This design comes from an exercise in tuning for small area, a short achievable clock period and few clock cycles per item on the open sky130 flow, not from production work. RTL that was checked went through simulation tests only; none was proved equivalent to the original. Power and IR drop assume default switching activity.

Setup of tundra:
==> flow/design.v (excerpt) <==
module txmod_shaper (
    input  wire        clk,
    input  wire        rst,           
    input  wire        in_valid,
    output wire        in_ready,
    input  wire [7:0]  in_byte,
    input  wire        in_lodev,      
    output reg         out_valid,
    input  wire        out_ready,
    output reg  [15:0] out_sample
);
Settings: LEC_CHECK=0, ABC_AREA=1, CAP_MARGIN=20, CORE_MARGIN=2, CORE_UTILIZATION=40, CTS_BUF_LIST=sky130_fd_sc_hd__clkbuf_8, PLACE_DENSITY=0.6, SLEW_MARGIN=20; clock period 12.0 ns.
standard.sh (not shown) runs the stock make flow with config.mk's settings and CLKGATE_MAP_FILE= SYNTH_SCRIPT=/design/flow/synth_recipe.tcl, a recipe that flattens the netlist after the stock synthesis.
==> flow/flow/run.sh <==
#!/bin/bash
# The standard layout, with timing repair aiming for extra setup slack and
# plain buffers (instead of delay cells) on the ports.
set -euo pipefail
bash standard.sh SETUP_SLACK_MARGIN=8.5 "BUFFER_PORTS_ARGS=-buffer_cell sky130_fd_sc_hd__buf_2" finish > standard_flow.log 2>&1
Testbench counts of tundra, summed over its fixed seeds: cycles 38,432, samples 38,400.
Input changes introduced in quartz (baseline for comparison: tundra):
diff --git a/flow/design.v b/flow/design.v
--- a/flow/design.v
+++ b/flow/design.v
@@ -576,67 +576,65 @@
     wire sh_P43 = sh_p0[22] & sh_P31;
     wire sh_G44 = sh_g0[24] | (sh_p0[24] & sh_G24);
     wire sh_P44 = sh_p0[24] & sh_P24;
     wire sh_G45 = sh_g0[26] | (sh_p0[26] & sh_G32);
     wire sh_P45 = sh_p0[26] & sh_P32;
     wire [16:0] sh = {sh_p0[26] ^ sh_G32, sh_p0[25] ^ sh_G44, sh_p0[24] ^ sh_G24, sh_p0[23] ^ sh_G43, sh_p0[22] ^ sh_G31, sh_p0[21] ^ sh_G42, sh_p0[20] ^ sh_G26, sh_p0[19] ^ sh_G41, sh_p0[18] ^ sh_G30, sh_p0[17] ^ sh_G40, sh_p0[16] ^ sh_G23, sh_p0[15] ^ sh_G39, sh_p0[14] ^ sh_G29, sh_p0[13] ^ sh_G38, sh_p0[12] ^ sh_G25, sh_p0[11] ^ sh_G37, sh_p0[10] ^ sh_G28};
     wire [15:0] sample = (sh[16] != sh[15]) ? {sh[16], {15{!sh[16]}}} : sh[15:0];
     wire en      = !out_valid || out_ready;    
-    wire advance = act && en;
     wire last    = (phase == 3'd4);
-    wire take    = have && (!act || (advance && last));
+    wire sym_end = act && last;                
+    wire acc     = in_valid && in_rdy;         
+    wire take1   = have && (!act || last);     
+    wire take0   = have && !act;               
+    wire take    = en ? take1 : take0;
+    wire [2:0] phase1 = !act ? phase : last ? 3'd0 : phase + 3'd1;
     always @(posedge clk) begin
         if (rst) begin
             in_rdy    <= 1'b1;
             act       <= 1'b0;
             sidx      <= 2'd0;
             phase     <= 3'd0;
             hv        <= 5'd0;
             out_valid <= 1'b0;
             pv        <= 1'b0;
         end else begin
             if (en) begin
                 pv        <= act;
                 out_valid <= pv;
+                phase     <= phase1;
+                act       <= take1 || (act && !last);
+                if (sym_end)
+                    hv <= {hv[4:1], 1'b1};
+            end else begin
+                act       <= act || have;
             end
-            if (advance) begin
-                if (last) begin
-                    phase <= 3'd0;
-                    hv    <= {hv[4:1], 1'b1};
-                    if (!have)
-                        act <= 1'b0;
-                end else begin
-                    phase <= phase + 3'd1;
-                end
-            end
-            if (take) begin
-                act  <= 1'b1;
+            if (acc) begin
+                in_rdy <= 1'b0;
+                sidx   <= 2'd0;
+            end else if (take) begin
                 sidx <= sidx + 2'd1;
                 if (sidx == 2'd3)
                     in_rdy <= 1'b1;
             end
-            if (in_valid && !have) begin
-                in_rdy <= 1'b0;
-                sidx <= 2'd0;
-            end
         end
     end
     always @(posedge clk) begin
-        if (in_valid && !have) begin
+        if (acc) begin
             cur_byte  <= in_byte;
             cur_lodev <= in_lodev;
         end
         if (en) begin
             pa         <= s3;
             pb         <= c3;
             pd         <= c2;
             out_sample <= sample;
         end
-        if (advance && last) begin
+        if (en && sym_end) begin
             h[5] <= h[4];
             h[4] <= h[3];
             h[3] <= h[2];
             h[2] <= h[1];
             h[1] <= x;
         end
         if (take)
             x <= ncode;
Findings:
Compared with tundra, wire length in quartz decreased by a few percent.
Of quartz and tundra, the lower switching component of the power belongs to tundra.
Placed cell area was higher in tundra than in quartz.
As far as final antenna-violating net count goes, tundra and quartz are indistinguishable; the numbers are identical.
Worst-path cell with the longest stage delay = sky130_fd_sc_hd__fa_2: tundra; worst-path cell with the longest stage delay = sky130_fd_sc_hd__fa_1: quartz
tundra → quartz: relative slew slack decreased 6.6 points, final area decreased 0.43%.
Cell count of the worst reg-to-reg path (higher): tundra
Worst hold slack after final layout, quartz and tundra: lower on tundra
Against tundra, global-route wire length before repair in quartz fell by a few percent.
On combinational power, the lower figure sits with quartz, not tundra.
Looking at quartz and tundra, the multiplexer share of the synthesized area is a wash.
Switching share of total power, quartz and tundra, higher one = quartz.
Time the worst path needs with I/O delays and setup came out higher on quartz than on tundra.
Testbench counts of quartz, summed over its fixed seeds: cycles 38,432, samples 38,400.

## try-sierra
Another version of the RTL of txmod_shaper (not shown whole).
For scale: roughly 31 I/O pins, roughly 0.011 mm² of cells after synthesis.
## txmod_shaper
module txmod_shaper (
    input  wire        clk,
    input  wire        rst,           
    input  wire        in_valid,
    output wire        in_ready,
    input  wire [7:0]  in_byte,
    input  wire        in_lodev,      
    output reg         out_valid,
    input  wire        out_ready,
    output reg  [15:0] out_sample
);
    function signed [26:0] tab0;
        input [5:0] i;
        begin
            case (i)
                6'd0: tab0 = -27'sd131750;
                6'd1: tab0 =  27'sd131750;
                6'd2: tab0 = -27'sd65875;
                6'd3: tab0 =  27'sd65875;
                6'd4: tab0 = -27'sd395250;
                6'd5: tab0 =  27'sd395250;
                6'd6: tab0 = -27'sd197625;
                6'd7: tab0 =  27'sd197625;
                6'd8: tab0 =  27'sd264750;
                6'd9: tab0 = -27'sd264750;
                6'd10: tab0 =  27'sd132375;
  ...
Settings: LEC_CHECK=0, ABC_AREA=1, CAP_MARGIN=20, CORE_MARGIN=2, CORE_UTILIZATION=40, PLACE_DENSITY=0.6, SLEW_MARGIN=20; clock period 12.0 ns.
==> flow/flow/run.sh <==
#!/bin/bash
# The standard layout, with timing repair aiming for extra setup slack.
set -euo pipefail
bash standard.sh SETUP_SLACK_MARGIN=8.4 finish > standard_flow.log 2>&1
Testbench counts of try-sierra, summed over its fixed seeds: cycles 38,432, samples 38,400.
The inputs of try-willow differ from those of try-sierra as listed below.
--- a/flow/design.v
+++ b/flow/design.v
@@ -472,18 +472,20 @@
         t4 = hv[4] ? tab4({phase, h[4]}) : 27'sd0;
         t5 = hv[5] ? tab5({phase, h[5]}) : 27'sd0;
         {c1, s1} = csa(t0, t1, t2);
         {c2, s2} = csa(t3, t4, t5);
         {c3, s3} = csa(s1, c1, s2);
         {c4, s4} = csa(s3, c3, c2);
     end
-    reg  [26:0] ps, pc;
+    reg  [16:0] ps, pc;
+    reg         pcy;
     reg         pv;
-    wire [26:0] psum = ps + pc;
-    wire [16:0] sh = psum[26:10];
+    wire [10:0] lowsum = {1'b0, s4[9:0]} + {1'b0, c4[9:0]};
+    wire [16:0] psum = ps + pc + {16'd0, pcy};
+    wire [16:0] sh = psum[16:0];
     wire [15:0] sample = (sh[16] != sh[15]) ? {sh[16], {15{!sh[16]}}} : sh[15:0];
     wire en      = !out_valid || out_ready;    
     wire advance = act && en;
     wire last    = (phase == 3'd4);
     wire take    = have && (!act || (advance && last));
     always @(posedge clk) begin
         if (rst) begin
@@ -523,16 +525,17 @@
     end
     always @(posedge clk) begin
         if (in_valid && !have) begin
             cur_byte  <= in_byte;
             cur_lodev <= in_lodev;
         end
         if (en) begin
-            ps         <= s4;
-            pc         <= c4;
+            ps         <= s4[26:10];
+            pc         <= c4[26:10];
+            pcy        <= lowsum[10];
             out_sample <= sample;
         end
         if (advance && last) begin
             h[5] <= h[4];
             h[4] <= h[3];
             h[3] <= h[2];
             h[2] <= h[1];
- try-willow vs. try-sierra: post-synthesis to final-layout area growth shows an increase of 1.7 points, worst setup slack went down 0.45 ns, fraction of power spent switching nets now sits higher, ratio of final minimum period to clock period went up by 3.7 points, global placer's final weighted congestion decreased 4.0%.
- Re power share of the sequential group: try-willow and try-sierra aren't equal, and the lower value belongs to try-willow.
- Cell area after layout: try-willow < try-sierra
- Per the comparison of try-willow with try-sierra, synthesized netlist net count shows a reduction of 87; layout buffering overhead excluding clock cells picked up an extra 0.46 points.
- Number of global-route vias before repair ended up 514 lower on try-willow than on try-sierra.
- Between try-willow and try-sierra, clock buffer count in the final layout is higher for try-willow, try-sierra comes in under that.
- First-pass GRT wire length, try-willow and try-sierra, higher one = try-sierra.
- Compare try-willow and try-sierra | height of the die lower: try-willow
The RTL of try-willow was laid out without a check of its function.

[re-timing with driven ports]
How much do the figures lean on ideal ports? The routed layouts below were timed once more, with nothing changed but the port constraints. Step 1, drivers: a clkbuf_16 drives clk and a buf_2 each remaining input, both assumed. Step 2 adds t to the input delays and takes it off the output delays; t is the mean of the earliest and latest rising clock arrival at the registers after step 1. Input paths then give back, and output paths get back, about the clock's delay inside the block. a / b / c = no drivers / after step 1 / after step 2; a / b = the first two.
| run | t (ns) | slack for setup (ns) | worst setup path after step 2 | clock arrival spread, ns | worst data-port slew with drivers (ns) |
|---|---|---|---|---|---|
| tundra | 0.499 | 8.564 / 8.532 / 8.116 | input to register | 0.020 / 0.020 | 0.03 |
| quartz | 0.505 | 8.490 / 8.490 / 8.318 | input to register | 0.025 / 0.026 | 0.03 |
| try-sierra | 0.416 | 8.350 / 8.350 / 8.181 | input to register | 0.024 / 0.023 | 0.03 |
| try-willow | 0.404 | 7.900 / 7.900 / 7.900 | register to register | 0.019 / 0.019 | 0.03 |
After both steps every run listed still meets setup and hold. For tundra, which loses most, drivers alone change the setup slack by -0.032 ns; drivers and shift together by -0.448 ns.
